This is an optimization exercise on Yosys and OpenROAD, whose aim is small area, a short achievable clock period and few clock cycles, not a production implementation. RTL that was checked went through simulation tests only; none was proved equivalent to the original. Power figures rest on the tool's default switching activity, not on a simulated workload.

run Z:
## bfx_core
module bfx_core (
    input  wire         clk,
    input  wire         rst,
    input  wire         cmd_valid,
    output wire         cmd_ready,
    input  wire [127:0] cmd_hdr,
    input  wire         pay_valid,
    output wire         pay_ready,
    input  wire [7:0]   pay_data,
    output wire         rsp_valid,
    input  wire         rsp_ready,
    output wire [7:0]   rsp_status,
    output wire [31:0]  rsp_value,
    output wire [31:0]  rsp_rlen,
    output wire         res_valid,
    input  wire         res_ready,
    output wire [7:0]   res_data
);
clock: 10.0 ns
lec_check: 0
abc_area: 1
cap_margin: 20
core_margin: 2
core_utilization: 40
setup_slack_margin: 5
slew_margin: 20
standard.sh (not shown) runs the stock make flow with config.mk's settings and CLKGATE_MAP_FILE= SYNTH_SCRIPT=/design/flow/synth_recipe.tcl, a recipe that flattens the netlist after the stock synthesis.
==> flow/flow/run.sh <==
#!/bin/bash
# Layout flow: the standard ORFS flow (same synthesis script, same
# config.mk and SDC) with these changes:
#  - port buffers of sky130_fd_sc_hd__buf_2 instead of the default pick;
#  - CTS without dummy loads.
set -euo pipefail
W=$PWD
make -C "$FLOW_HOME" DESIGN_CONFIG="$FLOW_CONFIG" WORK_HOME="$W/orfs" CLKGATE_MAP_FILE= \
    SYNTH_SCRIPT="$W/synth_recipe.tcl" ABC_AREA=1 CAP_MARGIN=20 CORE_MARGIN=2 \
    CORE_UTILIZATION=40 SETUP_SLACK_MARGIN=6 SLEW_MARGIN=20 \
    BUFFER_PORTS_ARGS="-buffer_cell sky130_fd_sc_hd__buf_2" \
    CTS_ARGS="-sink_clustering_enable -repair_clock_nets -dont_use_dummy_load" \
    finish > "$W/make_finish.log" 2>&1
: # left out here: write the final layout as DEF
Testbench counts of run Z, summed over its fixed seeds: cycles 18,831.
Input changes introduced in run G (baseline for comparison: run Z):
Settings: swapping 20 for 10 in SLEW_MARGIN; swapping 20 for 10 in CAP_MARGIN.
==> flow/flow/run.sh <==
#!/bin/bash
# Layout flow: the standard ORFS flow (same synthesis script, same
# config.mk and SDC) with these changes:
#  - port buffers of sky130_fd_sc_hd__buf_2 instead of the default pick;
#  - CTS without dummy loads;
#  - cap and slew margins of 10 percent.
set -euo pipefail
W=$PWD
make -C "$FLOW_HOME" DESIGN_CONFIG="$FLOW_CONFIG" WORK_HOME="$W/orfs" CLKGATE_MAP_FILE= \
    SYNTH_SCRIPT="$W/synth_recipe.tcl" ABC_AREA=1 CAP_MARGIN=10 CORE_MARGIN=2 \
    CORE_UTILIZATION=40 SETUP_SLACK_MARGIN=6 SLEW_MARGIN=10 \
    BUFFER_PORTS_ARGS="-buffer_cell sky130_fd_sc_hd__buf_2" \
    CTS_ARGS="-sink_clustering_enable -repair_clock_nets -dont_use_dummy_load" \
    finish > "$W/make_finish.log" 2>&1
: # left out here: write the final layout as DEF
[summary]
- Comparing post-route minimum period for run G and run Z, the bigger number came from run G.
- Number of standard cells in the final layout excluding fillers delta (run G -> run Z): insignificant
- Run G has fraction of power consumed by the clock network below what run Z had.


== alpha ==
bfx_core, a different RTL version from the one above (not shown whole).
Size: ~3200 cells after synthesis, roughly 230 I/O pins, about 26000 um2 of cells after synthesis.
## bfx_core
module bfx_core (
    input  wire         clk,
    input  wire         rst,
    input  wire         cmd_valid,
    output wire         cmd_ready,
    input  wire [127:0] cmd_hdr,
    input  wire         pay_valid,
    output wire         pay_ready,
    input  wire [7:0]   pay_data,
    output wire         rsp_valid,
    input  wire         rsp_ready,
    output wire [7:0]   rsp_status,
    output wire [31:0]  rsp_value,
    output wire [31:0]  rsp_rlen,
    output wire         res_valid,
    input  wire         res_ready,
    output wire [7:0]   res_data
);
clock: 10.0 ns
lec_check: 0
abc_area: 1
cap_margin: 20
core_margin: 2
core_utilization: 40
setup_slack_margin: 5
slew_margin: 20
==> flow/flow/run.sh <==
#!/bin/bash
# Layout flow: the standard ORFS flow (same synthesis script, same
# config.mk and SDC) with these changes:
#  - port buffers of sky130_fd_sc_hd__buf_2 instead of the default pick;
#  - CTS without dummy loads.
set -euo pipefail
W=$PWD
make -C "$FLOW_HOME" DESIGN_CONFIG="$FLOW_CONFIG" WORK_HOME="$W/orfs" CLKGATE_MAP_FILE= \
    SYNTH_SCRIPT="$W/synth_recipe.tcl" ABC_AREA=1 CAP_MARGIN=20 CORE_MARGIN=2 \
    CORE_UTILIZATION=40 SETUP_SLACK_MARGIN=6 SLEW_MARGIN=20 \
    BUFFER_PORTS_ARGS="-buffer_cell sky130_fd_sc_hd__buf_2" \
    CTS_ARGS="-sink_clustering_enable -repair_clock_nets -dont_use_dummy_load" \
    finish > "$W/make_finish.log" 2>&1
: # left out here: write the final layout as DEF
Edits applied to the flow inputs when going from alpha to beta:
- changing SLEW_MARGIN from 20 to 10
- changing CAP_MARGIN from 20 to 10
--- a/flow/flow/run.sh
+++ b/flow/flow/run.sh
@@ -5 +5,2 @@
-#  - CTS without dummy loads.
+#  - CTS without dummy loads;
+#  - cap and slew margins of 10 percent.
@@ -9,2 +10,2 @@
-    SYNTH_SCRIPT="$W/synth_recipe.tcl" ABC_AREA=1 CAP_MARGIN=20 CORE_MARGIN=2 \
-    CORE_UTILIZATION=40 SETUP_SLACK_MARGIN=6 SLEW_MARGIN=20 \
+    SYNTH_SCRIPT="$W/synth_recipe.tcl" ABC_AREA=1 CAP_MARGIN=10 CORE_MARGIN=2 \
+    CORE_UTILIZATION=40 SETUP_SLACK_MARGIN=6 SLEW_MARGIN=10 \
Notes after the runs:
- Average detailed-routed wire length per instance of alpha is on par with beta.
- Higher share of total power in the clock network among beta and alpha: beta
- beta and alpha ended up with nearly the same detailed placement HPWL.
- Ratio of final minimum period to clock period: beta vs alpha down 0.49 points
- beta has sequential fraction of total cell area below what alpha had.
- Layout overhead on the synthesized area for beta is higher than for alpha.
Function was not checked in any run of this note: the RTL went through the layout flow alone.


bfx_core, a different RTL version from the one above (not shown whole).
Size in the first run: ~26,000 um^2 of cells after synthesis.
export LEC_CHECK = 0
export ABC_AREA = 1
export CAP_MARGIN = 20
export CORE_MARGIN = 2
export CORE_UTILIZATION = 40
export SETUP_SLACK_MARGIN = 5
export SLEW_MARGIN = 20
create_clock -name core_clock -period 10.0 [get_ports {clk}]
==> flow/flow/run.sh <==
#!/bin/bash
# Layout flow: the standard ORFS flow (same synthesis script, same
# config.mk and SDC) with these changes:
#  - port buffers of sky130_fd_sc_hd__buf_2 instead of the default pick;
#  - CTS without dummy loads.
set -euo pipefail
W=$PWD
make -C "$FLOW_HOME" DESIGN_CONFIG="$FLOW_CONFIG" WORK_HOME="$W/orfs" CLKGATE_MAP_FILE= \
    SYNTH_SCRIPT="$W/synth_recipe.tcl" ABC_AREA=1 CAP_MARGIN=20 CORE_MARGIN=2 \
    CORE_UTILIZATION=40 SETUP_SLACK_MARGIN=6 SLEW_MARGIN=20 \
    BUFFER_PORTS_ARGS="-buffer_cell sky130_fd_sc_hd__buf_2" \
    CTS_ARGS="-sink_clustering_enable -repair_clock_nets -dont_use_dummy_load" \
    finish > "$W/make_finish.log" 2>&1
: # left out here: write the final layout as DEF
The baseline completed with no timing, DRC or antenna violations.
Testbench counts at the start, summed over its fixed seeds: cycles 18,831.
Change:
--- a/flow/flow/run.sh
+++ b/flow/flow/run.sh
@@ -9,3 +9,3 @@
     SYNTH_SCRIPT="$W/synth_recipe.tcl" ABC_AREA=1 CAP_MARGIN=20 CORE_MARGIN=2 \
-    CORE_UTILIZATION=40 SETUP_SLACK_MARGIN=6 SLEW_MARGIN=20 \
+    CORE_UTILIZATION=40 SETUP_SLACK_MARGIN=6.5 SLEW_MARGIN=20 \
     BUFFER_PORTS_ARGS="-buffer_cell sky130_fd_sc_hd__buf_2" \
The changed run completed with no timing, DRC or antenna violations.
First-iteration DRC count fell by a little under a tenth.
Clock skew shrinks by 0.030 ns.
Area after synthesis is unchanged.
Via count goes up by a few percent.
Worst hold slack improves by 0.0042 ns.

what the ideal ports hide:
In the flow no input, the clock included, has a driving cell. The finished layouts below were timed again as built, in two steps.
Step 1 sets driving cells, clkbuf_16 on the clock port and buf_2 on the other inputs (assumed; they add their load-dependent delay and slew).
Step 2, shift: input delay + t, output delay - t, t = (earliest + latest rising clock arrival at the registers) / 2. This alone moves slack from input paths to output paths.
Slacks: ideal ports / drivers / drivers and shift; pairs: ideal ports / drivers.
run | t, ns | setup WS [ns] | worst hold slack (ns) | worst slew at a driven data input, ns | pins driven straight from the clock port
run Z | 0.617 | 5.972 / 6.001 / 5.384 | 0.502 / 0.502 / 0.502 | 0.05 | 1
run G | 0.625 | 5.927 / 5.965 / 5.341 | 0.503 / 0.503 / 0.503 | 0.04 | 1
alpha | 0.635 | 5.738 / 5.738 / 5.442 | 0.504 / 0.504 / 0.504 | 0.04 | 1
beta | 0.627 | 5.786 / 5.786 / 5.467 | 0.505 / 0.505 / 0.505 | 0.05 | 1
the first run of note 3 | 0.631 | 5.975 / 5.975 / 5.503 | 0.553 / 0.553 / 0.553 | 0.07 | 1
the second run of note 3 | 0.621 | 5.896 / 5.896 / 5.660 | 0.557 / 0.557 / 0.557 | 0.06 | 1
After both steps every run listed still meets setup and hold. For run Z, which loses most, drivers alone change the setup slack by +0.029 ns; drivers and shift together by -0.588 ns.
